This is an optimization exercise on Yosys and OpenROAD, whose aim is small area, not a production implementation.
Function was checked by simulation only, so behaviour that the tests miss may differ from the original.
The flow treats the clock pin as an ideal source, which a real chip does not have.
No activity file was given, so power comes from the tool's default toggle rates.

==> 02-07 <==
==> flow/design.v (excerpt) <==
module tiny16 (
    input  wire        clk,
    input  wire        rst,
    input  wire [15:0] start_pc,
    output wire        mem_valid,
    output wire [14:0] mem_addr,
    output wire [1:0]  mem_wstrb,
    output wire [15:0] mem_wdata,
    input  wire        mem_ready,
    input  wire [15:0] mem_rdata,
    output wire        uart_valid,
    output wire [7:0]  uart_data,
    output wire        halted,
    output wire        fault,
    output wire [15:0] fault_pc,
    output wire [4:0]  fault_op
);
    localparam OP_NOP  = 5'h00, OP_HALT = 5'h01, OP_LDI  = 5'h02, OP_MOV  = 5'h03,
               OP_ADD  = 5'h04, OP_SUB  = 5'h05, OP_AND  = 5'h06, OP_OR   = 5'h07,
               OP_XOR  = 5'h08, OP_NOT  = 5'h09, OP_SHL  = 5'h0A, OP_SHR  = 5'h0B,
               OP_ADDI = 5'h0C, OP_CMPI = 5'h0D, OP_CMP  = 5'h0E, OP_LD   = 5'h0F,
               OP_ST   = 5'h10, OP_LDB  = 5'h11, OP_STB  = 5'h12, OP_LDS  = 5'h13,
               OP_STS  = 5'h14, OP_JMP  = 5'h15, OP_JZ   = 5'h16, OP_JNZ  = 5'h17,
               OP_JC   = 5'h18, OP_JN   = 5'h19, OP_CALL = 5'h1A, OP_RET  = 5'h1B,
               OP_IN   = 5'h1C, OP_OUT  = 5'h1D;
    localparam S_INIT = 3'd0, S_FETCH = 3'd1, S_EX = 3'd2, S_SH = 3'd3,
               S_EXA  = 3'd4, S_MEM   = 3'd5, S_FIN = 3'd6, S_HALT = 3'd7;
    reg  [3:0]   ph;
    reg  [2:0]   st;
    reg  [2:0]   bc;         
    reg  [127:0] xr;         
    reg  [15:0]  pcr;        
    reg  [15:0]  tr;         
    reg  [15:0]  cr;         
    reg  [15:0]  mar;        
    reg  [15:0]  mdr;        
    reg  [15:0]  ir;
    reg          fz, fn, fc, fv;
    reg          irq;
    reg          ic;         
    reg          c2;         
    reg          gs;         
    reg          ns;         
    wire         sw = gs;
    wire         sm = ns;
    wire         ge = gs;
    wire         nz = ns;
  ...
clock: 10.0 ns
lec_check: 0
abc_area: 1
cap_margin: 20
core_margin: 2
core_utilization: 40
place_density: 0.6
slew_margin: 20
standard.sh (not shown) runs the stock make flow with config.mk's settings and CLKGATE_MAP_FILE= SYNTH_SCRIPT=/design/flow/synth_recipe.tcl, a recipe that flattens the netlist after the stock synthesis.
==> flow/flow/run.sh <==
#!/bin/bash
# Own flow: the standard ORFS layout (the standard.sh, standard synthesis
# unchanged) with these placement/CTS options changed:
#  - after floorplan, flow/rmp.tcl re-maps the combinational logic for area
#    with two passes of OpenROAD restructure (ABC), using only cells the platform allows;
#    registers are untouched
#  - port buffers use the small sky130_fd_sc_hd__buf_1 cell (every input and
#    output port still gets its buffer)
#  - clock tree: no dummy loads, clkbuf_4 buffers driving up to 9 sinks
#  - after CTS, flow/downsize.tcl gives combinational cells the smallest drive
#    strength that keeps slews, capacitances and timing clean
# The make output goes to flow_make.log; ORFS keeps each step's log under orfs/logs.
set -euo pipefail
export BUFFER_PORTS_ARGS="-buffer_cell sky130_fd_sc_hd__buf_1"
export CTS_ARGS="-sink_clustering_enable -repair_clock_nets -dont_use_dummy_load -buf_list {sky130_fd_sc_hd__clkbuf_4} -sink_clustering_size 9 -sink_clustering_max_diameter 55"
export POST_FLOORPLAN_TCL="$(pwd)/flow/rmp.tcl"
export POST_CTS_TCL="$(pwd)/flow/downsize.tcl"
bash standard.sh finish > flow_make.log 2>&1
==> flow/flow/downsize.tcl <==
# POST_CTS hook: give each combinational cell the smallest drive strength of
# its family (same function, e.g. nand2_4 -> nand2_1) when the result keeps
# every slew and capacitance well inside the library limits and timing met.
# Flip-flops and clock-tree buffers are left alone. Placement is legalized
# again afterwards.
estimate_parasitics -placement
set ::ds_slew_limit 0.4
set ds_tried 0
set ds_done 0
proc ds_pin_slew_ok {inst} {

  foreach pin [get_pins -of_objects $inst -filter "direction == output"] {
    foreach p {slew_max_rise slew_max_fall} {
      set s [get_property $pin $p]
      if {![string is double -strict $s] || $s > $::ds_slew_limit} { return 0 }
    }
  }
  return 1
}
proc ds_timing_ok {} {
  if {[sta::max_slew_violation_count] > 0} { return 0 }
  if {[sta::max_capacitance_violation_count] > 0} { return 0 }
  if {[sta::worst_slack_cmd max] < 1.0e-9} { return 0 }
  if {[sta::worst_slack_cmd min] < 5.0e-11} { return 0 }
  return 1
}
set ds_dont_use $::env(DONT_USE_CELLS)
foreach inst [get_cells *] {
  set ref [get_property $inst ref_name]
  if {![regexp {^sky130_fd_sc_hd__([a-z0-9]+)_([0-9]+)$} $ref -> base drv]} { continue }
  if {$drv <= 1} { continue }
  if {[regexp {^(df|edf|sdf|sedf|dl|clk|tap|fill|decap|conb|diode|lpflow|probe)} $base]} { continue }
  set name [get_property $inst full_name]
  foreach d {0 1 2} {
    if {$d >= $drv} { break }
    set cand sky130_fd_sc_hd__${base}_$d
    if {[lsearch -exact $ds_dont_use $cand] >= 0} { continue }
    if {[llength [get_lib_cells -quiet */$cand]] == 0} { continue }
    incr ds_tried
    replace_cell $name $cand
    if {[ds_pin_slew_ok $inst] && [ds_timing_ok]} {
      incr ds_done
      puts "downsize: $name $ref -> $cand"
      break
    }
    replace_cell $name $ref
  }
}
puts "downsize: $ds_done of $ds_tried tried swaps kept"
detailed_placement
check_placement -verbose
estimate_parasitics -placement
==> flow/flow/rmp.tcl <==
# POST_FLOORPLAN hook: re-map the combinational logic for area with
# OpenROAD's restructure (ABC). Registers are not touched. ABC gets a copy of
# the platform liberty without the cells the flow must not use (the
# platform's don't-use list, and every lpflow/probe/diode/tap/fill/decap cell).
set rmp_src [lindex $::env(LIB_FILES) 0]
set rmp_lib $::env(OBJECTS_DIR)/rmp_filtered.lib
set rmp_skip {}
foreach c $::env(DONT_USE_CELLS) { dict set rmp_skip $c 1 }
set fi [open $rmp_src r]
set fo [open $rmp_lib w]
set rmp_drop 0
set rmp_dropped 0
while {[gets $fi line] >= 0} {
  if {!$rmp_drop && [regexp {^    cell \("?([A-Za-z0-9_]+)"?\)} $line -> cname]} {
    if {[dict exists $rmp_skip $cname] ||
        [regexp {lpflow|probe|diode|tapvpwrvgnd|fill_|decap|macro_sparecell|conb} $cname]} {
      set rmp_drop 1
      incr rmp_dropped
      continue
    }
  }
  if {$rmp_drop} {
    if {$line eq "    \}"} { set rmp_drop 0 }
    continue
  }
  puts $fo $line
}
close $fi
close $fo
puts "rmp: dropped $rmp_dropped cells from the liberty copy for restructure"
foreach rmp_pass {1 2} {
restructure -target area -liberty_file $rmp_lib \
  -tielo_port "sky130_fd_sc_hd__conb_1/LO" -tiehi_port "sky130_fd_sc_hd__conb_1/HI" \
  -work_dir $::env(OBJECTS_DIR) -abc_logfile $::env(LOG_DIR)/2_rmp_abc.log
}
==> 10-23 (differences from 02-07) <==
--- a/flow/design.v
+++ b/flow/design.v
@@ -33,23 +33,21 @@
     reg  [15:0]  tr;         
     reg  [15:0]  cr;         
     reg  [15:0]  mar;        
     reg  [15:0]  mdr;        
     reg  [15:0]  ir;
     reg          fz, fn, fc, fv;
     reg          irq;
     reg          ic;         
-    reg          c2;         
-    reg          gs;         
-    reg          ns;         
-    wire         sw = gs;
-    wire         sm = ns;
-    wire         ge = gs;
-    wire         nz = ns;
+    reg          ac;         
+    reg          tc;         
+    reg          ge, nz;     
+    reg          sw;         
+    reg          sm;         
     wire p0  = (ph == 4'd0);
     wire p15 = (ph == 4'd15);
     wire [4:0] op = ir[15:11];
     wire [2:0] rd = ir[10:8];
     wire [2:0] rs = ir[7:5];
     wire op_illegal = (op[4:1] == 4'hF);
     wire op_wide = (op == OP_LDI) || (op == OP_LD) || (op == OP_ST) || (op == OP_LDB) ||
                    (op == OP_STB) || (op == OP_JMP) || (op == OP_JZ) || (op == OP_JNZ) ||
@@ -126,17 +124,17 @@
     always @(*) begin
         case (op)
             OP_LDS:  begin aa = xs_t; ab = imm_b; end
             OP_STS:  begin aa = xd_t; ab = imm_b; end
             OP_CALL: begin aa = x7_t; ab = !p0; end             
             default: begin aa = x7_t; ab = (ph == 4'd1); end    
         endcase
     end
-    wire acin = p0 ? 1'b0 : c2;
+    wire acin = p0 ? 1'b0 : ac;
     wire aout = aa ^ ab ^ acin;
     wire a_c  = (aa & ab) | (acin & (aa ^ ab));
     reg  alu_b;
     always @(*) begin
         case (op)
             OP_LDI:           alu_b = mdr[0];
             OP_ADDI, OP_CMPI: alu_b = imm_b;
             default:          alu_b = xs_t;
@@ -162,17 +160,17 @@
             OP_AND:                              alu_y = a_in & alu_b;
             OP_OR:                               alu_y = a_in | alu_b;
             OP_XOR:                              alu_y = a_in ^ alu_b;
             OP_NOT:                              alu_y = !a_in;
             OP_SHL:                              alu_y = shl_y;
             default:                             alu_y = shr_y;
         endcase
     end
-    wire tcin   = p0 ? 1'b1 : c2;
+    wire tcin   = p0 ? 1'b1 : tc;
     wire t_in   = tr[0] ^ tcin;
     wire ge_cur = p0 ? 1'b1 : ge;
     wire ge_nx  = (t_in != cr[0]) ? t_in : ge_cur;
     wire nz_nx  = (p0 ? 1'b0 : nz) | cr[0];
     wire tick = (st == S_EX) || (st == S_FIN);
     wire ld_y = mdr[0];
     wire ex_wr  = (st == S_EX) && op_wrd;
     wire fin_wr = (st == S_FIN) && op_ldreg;
@@ -264,17 +262,20 @@
         if (ir_ld)
             ir <= mdr;
         if (bload)
             mdr <= {lane, mdr[15:8]};
         else if (mdr_sh)
             mdr <= {mdr_in, mdr[15:1]};
         ph <= ph + 4'd1;
         ic <= inc_c;
-        c2 <= (st == S_EXA) ? a_c : (tr[0] & tcin);
+        ac <= a_c;
+        tc <= tr[0] & tcin;
+        ge <= ge_nx;
+        nz <= nz_nx;
         if (st == S_INIT) begin
             fz <= 1'b0; fn <= 1'b0; fc <= 1'b0; fv <= 1'b0;
         end else if ((st == S_EX) && op_flags) begin
             fz <= (p0 ? 1'b1 : fz) & !alu_y;
             fn <= alu_y;
             if (op_arith) begin
                 fc <= cout;
                 fv <= (a_in ~^ bb) & (sum ^ a_in);
@@ -295,52 +296,47 @@
             fv <= 1'b0;
         end
         if (st == S_INIT)
             irq <= 1'b0;
         else if (tick && p15 && nz_nx && ge_nx)
             irq <= 1'b1;
         else if (m_st && s_mmio && (sa[7:0] == 8'h14) && (mdr[7:0] == 8'h01))
             irq <= 1'b0;
-        if (tick)
-            ns <= nz_nx && !p15;
-        else
-            ns <= (tw_go && !p15) || (ser_sh && (ph[2:0] != 3'd7));
-        if ((st == S_INIT) || (st == S_EXA))
-            gs <= 1'b0;
-        else if (tick)
-            gs <= ge_nx;
-        else if ((st == S_MEM) && m_swap && (ph == 4'd7))
-            gs <= 1'b1;
+        sm <= (tw_go && !p15) || (ser_sh && (ph[2:0] != 3'd7));
         case (st)
             S_INIT: begin
                 bc <= 3'd0;
+                sw <= 1'b0;
                 if (p15) st <= S_FETCH;
             end
             S_FETCH: begin
                 if (b_done)
                     bc <= bc + 3'd1;
-                if (p15 && (bc[2] || (b_done && (bc[1:0] == 2'd3)))) begin
+                if (p15 && bc[2]) begin
                     bc <= 3'd0;
                     st <= op_illegal ? S_HALT : op_shift ? S_SH : op_mem ? S_EXA : S_EX;
                 end
             end
             S_SH: if (p15) st <= S_EX;
             S_EX: if (p15) st <= (op == OP_HALT) ? S_HALT : S_FETCH;
             S_EXA: if (p15) st <= S_MEM;
             S_MEM: begin
                 if (b_done)
                     bc <= bc + 3'd1;
-                if (p15 && (m_done || (b_done && ((op_byte && op_store) ? !bc[0] : bc[0]))))
+                if (m_swap && (ph == 4'd7))
+                    sw <= 1'b1;
+                if (p15 && m_done)
                     st <= S_FIN;
             end
             S_FIN: begin
                 if (p15) begin
                     st <= S_FETCH;
                     bc <= 3'd0;
+                    sw <= 1'b0;
                 end
             end
             default: ;
         endcase
         if (rst) begin
             st <= S_INIT;
             ph <= 4'd0;
         end
==> flow/flow/run.sh (replaced) <==
#!/bin/bash
# Own flow: the standard ORFS layout (the standard.sh, standard synthesis
# unchanged) with two placement/CTS options changed:
#  - port buffers use the small sky130_fd_sc_hd__buf_1 cell (every input and
#    output port still gets its buffer)
#  - clock tree: no dummy loads, clkbuf_8 buffers driving up to 15 sinks
set -euo pipefail
export BUFFER_PORTS_ARGS="-buffer_cell sky130_fd_sc_hd__buf_1"
export CTS_ARGS="-sink_clustering_enable -repair_clock_nets -dont_use_dummy_load -buf_list {sky130_fd_sc_hd__clkbuf_8} -sink_clustering_size 15 -sink_clustering_max_diameter 100"
bash standard.sh finish > flow_make.log 2>&1
removed: flow/flow/downsize.tcl
removed: flow/flow/rmp.tcl
==> 06-04 (differences from 02-07) <==
--- a/flow/design.v
+++ b/flow/design.v
@@ -33,23 +33,21 @@
     reg  [15:0]  tr;         
     reg  [15:0]  cr;         
     reg  [15:0]  mar;        
     reg  [15:0]  mdr;        
     reg  [15:0]  ir;
     reg          fz, fn, fc, fv;
     reg          irq;
     reg          ic;         
-    reg          c2;         
-    reg          gs;         
-    reg          ns;         
-    wire         sw = gs;
-    wire         sm = ns;
-    wire         ge = gs;
-    wire         nz = ns;
+    reg          ac;         
+    reg          tc;         
+    reg          ge, nz;     
+    reg          sw;         
+    reg          sm;         
     wire p0  = (ph == 4'd0);
     wire p15 = (ph == 4'd15);
     wire [4:0] op = ir[15:11];
     wire [2:0] rd = ir[10:8];
     wire [2:0] rs = ir[7:5];
     wire op_illegal = (op[4:1] == 4'hF);
     wire op_wide = (op == OP_LDI) || (op == OP_LD) || (op == OP_ST) || (op == OP_LDB) ||
                    (op == OP_STB) || (op == OP_JMP) || (op == OP_JZ) || (op == OP_JNZ) ||
@@ -126,17 +124,17 @@
     always @(*) begin
         case (op)
             OP_LDS:  begin aa = xs_t; ab = imm_b; end
             OP_STS:  begin aa = xd_t; ab = imm_b; end
             OP_CALL: begin aa = x7_t; ab = !p0; end             
             default: begin aa = x7_t; ab = (ph == 4'd1); end    
         endcase
     end
-    wire acin = p0 ? 1'b0 : c2;
+    wire acin = p0 ? 1'b0 : ac;
     wire aout = aa ^ ab ^ acin;
     wire a_c  = (aa & ab) | (acin & (aa ^ ab));
     reg  alu_b;
     always @(*) begin
         case (op)
             OP_LDI:           alu_b = mdr[0];
             OP_ADDI, OP_CMPI: alu_b = imm_b;
             default:          alu_b = xs_t;
@@ -162,17 +160,17 @@
             OP_AND:                              alu_y = a_in & alu_b;
             OP_OR:                               alu_y = a_in | alu_b;
             OP_XOR:                              alu_y = a_in ^ alu_b;
             OP_NOT:                              alu_y = !a_in;
             OP_SHL:                              alu_y = shl_y;
             default:                             alu_y = shr_y;
         endcase
     end
-    wire tcin   = p0 ? 1'b1 : c2;
+    wire tcin   = p0 ? 1'b1 : tc;
     wire t_in   = tr[0] ^ tcin;
     wire ge_cur = p0 ? 1'b1 : ge;
     wire ge_nx  = (t_in != cr[0]) ? t_in : ge_cur;
     wire nz_nx  = (p0 ? 1'b0 : nz) | cr[0];
     wire tick = (st == S_EX) || (st == S_FIN);
     wire ld_y = mdr[0];
     wire ex_wr  = (st == S_EX) && op_wrd;
     wire fin_wr = (st == S_FIN) && op_ldreg;
@@ -264,17 +262,20 @@
         if (ir_ld)
             ir <= mdr;
         if (bload)
             mdr <= {lane, mdr[15:8]};
         else if (mdr_sh)
             mdr <= {mdr_in, mdr[15:1]};
         ph <= ph + 4'd1;
         ic <= inc_c;
-        c2 <= (st == S_EXA) ? a_c : (tr[0] & tcin);
+        ac <= a_c;
+        tc <= tr[0] & tcin;
+        ge <= ge_nx;
+        nz <= nz_nx;
         if (st == S_INIT) begin
             fz <= 1'b0; fn <= 1'b0; fc <= 1'b0; fv <= 1'b0;
         end else if ((st == S_EX) && op_flags) begin
             fz <= (p0 ? 1'b1 : fz) & !alu_y;
             fn <= alu_y;
             if (op_arith) begin
                 fc <= cout;
                 fv <= (a_in ~^ bb) & (sum ^ a_in);
@@ -295,52 +296,47 @@
             fv <= 1'b0;
         end
         if (st == S_INIT)
             irq <= 1'b0;
         else if (tick && p15 && nz_nx && ge_nx)
             irq <= 1'b1;
         else if (m_st && s_mmio && (sa[7:0] == 8'h14) && (mdr[7:0] == 8'h01))
             irq <= 1'b0;
-        if (tick)
-            ns <= nz_nx && !p15;
-        else
-            ns <= (tw_go && !p15) || (ser_sh && (ph[2:0] != 3'd7));
-        if ((st == S_INIT) || (st == S_EXA))
-            gs <= 1'b0;
-        else if (tick)
-            gs <= ge_nx;
-        else if ((st == S_MEM) && m_swap && (ph == 4'd7))
-            gs <= 1'b1;
+        sm <= (tw_go && !p15) || (ser_sh && (ph[2:0] != 3'd7));
         case (st)
             S_INIT: begin
                 bc <= 3'd0;
+                sw <= 1'b0;
                 if (p15) st <= S_FETCH;
             end
             S_FETCH: begin
                 if (b_done)
                     bc <= bc + 3'd1;
                 if (p15 && (bc[2] || (b_done && (bc[1:0] == 2'd3)))) begin
                     bc <= 3'd0;
                     st <= op_illegal ? S_HALT : op_shift ? S_SH : op_mem ? S_EXA : S_EX;
                 end
             end
             S_SH: if (p15) st <= S_EX;
             S_EX: if (p15) st <= (op == OP_HALT) ? S_HALT : S_FETCH;
             S_EXA: if (p15) st <= S_MEM;
             S_MEM: begin
                 if (b_done)
                     bc <= bc + 3'd1;
+                if (m_swap && (ph == 4'd7))
+                    sw <= 1'b1;
                 if (p15 && (m_done || (b_done && ((op_byte && op_store) ? !bc[0] : bc[0]))))
                     st <= S_FIN;
             end
             S_FIN: begin
                 if (p15) begin
                     st <= S_FETCH;
                     bc <= 3'd0;
+                    sw <= 1'b0;
                 end
             end
             default: ;
         endcase
         if (rst) begin
             st <= S_INIT;
             ph <= 4'd0;
         end
==> flow/flow/run.sh (replaced) <==
#!/bin/bash
# Own flow: the standard ORFS layout (the standard.sh, standard synthesis
# unchanged) with these placement/CTS options changed:
#  - port buffers use the small sky130_fd_sc_hd__buf_1 cell (every input and
#    output port still gets its buffer)
#  - clock tree: no dummy loads, clkbuf_8 buffers driving up to 15 sinks
#  - after CTS, flow/downsize.tcl gives combinational cells the smallest drive
#    strength that keeps slews, capacitances and timing clean
# The make output goes to flow_make.log; ORFS keeps each step's log under orfs/logs.
set -euo pipefail
export BUFFER_PORTS_ARGS="-buffer_cell sky130_fd_sc_hd__buf_1"
export CTS_ARGS="-sink_clustering_enable -repair_clock_nets -dont_use_dummy_load -buf_list {sky130_fd_sc_hd__clkbuf_8} -sink_clustering_size 15 -sink_clustering_max_diameter 100"
export POST_CTS_TCL="$(pwd)/flow/downsize.tcl"
bash standard.sh finish > flow_make.log 2>&1
removed: flow/flow/rmp.tcl
==> summary.txt <==
- Clock skew: 02-07 > 06-04 > 10-23.
- The highest synthesized cell count belongs to 06-04, the lowest to 02-07.
- The lowest total power belongs to 10-23, the highest to 02-07.
- Global-route usage: 02-07 is lower than 10-23 (1.5 points).
- Maximum frequency: 02-07 < 10-23 < 06-04.
- Via count, highest first: 06-04, 10-23, 02-07.
- Of 02-07 and 10-23, 10-23 has the higher critical path depth (gap 3).
- In count of clock-buffer cells in the layout, 10-23 and 06-04 do not differ.
- Non-clock buffer count: 06-04 < 10-23 < 02-07.
- The lowest combinational power belongs to 10-23, the highest to 02-07.
==> figures <==
| metric | 02-07 | 10-23 | 06-04 |
|---|---|---|---|
| Fraction of the core area covered by cells at the end of the flow | 39.9% | 44.4% | 43.7% |
| Highest Clock Rate | 166 MHz | 188 MHz | 196 MHz |
| Beginning of the critical path | ir[14]$_DFFE_PP_ | mar[0]$_DFFE_PP_ | mar[0]$_DFFE_PP_ |
| Worst min-delay path endpoint | xr[103]$_DFF_P_ | xr[105]$_DFF_P_ | xr[120]$_DFF_P_ |
| Met3 layer usage reported by global route | 2.48% | 2.84% | 2.64% |
| Crit Reg-Reg Endpoint | st[2]$_SDFFE_PP0P_ | xr[47]$_SDFF_PP0_ | xr[63]$_SDFF_PP0_ |
| Final wirelength | 19.1 mm | 20.7 mm | 21.6 mm |
| Sequential cell area | 5360 um2 | 5430 um2 | 5430 um2 |
| Wire length on met2 | 8.46 mm | 9.26 mm | 9.78 mm |
| CTS sink cnt | 242 | 245 | 245 |
| Cell total after placement | 1,114 | 1,345 | 1,347 |
| Antenna cell count | 3 | 0 | 0 |
| Met1 track demand over resource | 21.8% | 24.6% | 24.9% |
| Worst-skew pair later-pin latency | 0.67 ns | 0.53 ns | 0.52 ns |
| Number of multi-input logic gates | 388 | 586 | 606 |
| Starting density of the core | 40.5% | 40.6% | 40.7% |
| Cell count along the critical path | 13 | 16 | 13 |
| NetSw | 511 uW | 421 uW | 431 uW |
| Global placement routability congestion | 0.919 | 0.957 | 0.960 |
| Final area over synthesized area | 0.9849x | 1.093x | 1.075x |
| Result of the run | finished clean | finished clean | finished clean |
| Global-route wire length before repair | 30.1 mm | 33.1 mm | 34.3 mm |

[static timing again, ports no longer ideal]
The results above use ideal ports. As a check the final layouts listed here were re-extracted and re-timed, cells and wires unchanged. Step 1, drivers: a clkbuf_16 drives clk and a buf_2 each remaining input, both assumed. Step 2, shift: input delay + t, output delay - t, t = (earliest + latest rising clock arrival at the registers) / 2. This alone moves slack from input paths to output paths. Three values: ideal, step 1, step 2; two values: the first two.
run | shift t [ns] | setup slack, ns | hold WS [ns] | worst setup path at the end | worst data-port slew with drivers (ns)
02-07 | 0.679 | 3.964 / 3.923 / 4.222 | 0.282 / 0.282 / 0.282 | register to register | 0.03
10-23 | 0.554 | 4.688 / 4.642 / 5.196 | 0.324 / 0.324 / 0.324 | register to output | 0.03
06-04 | 0.539 | 4.892 / 4.847 / 5.387 | 0.308 / 0.308 / 0.308 | register to output | 0.04
After both steps setup and hold are still met in every run listed.
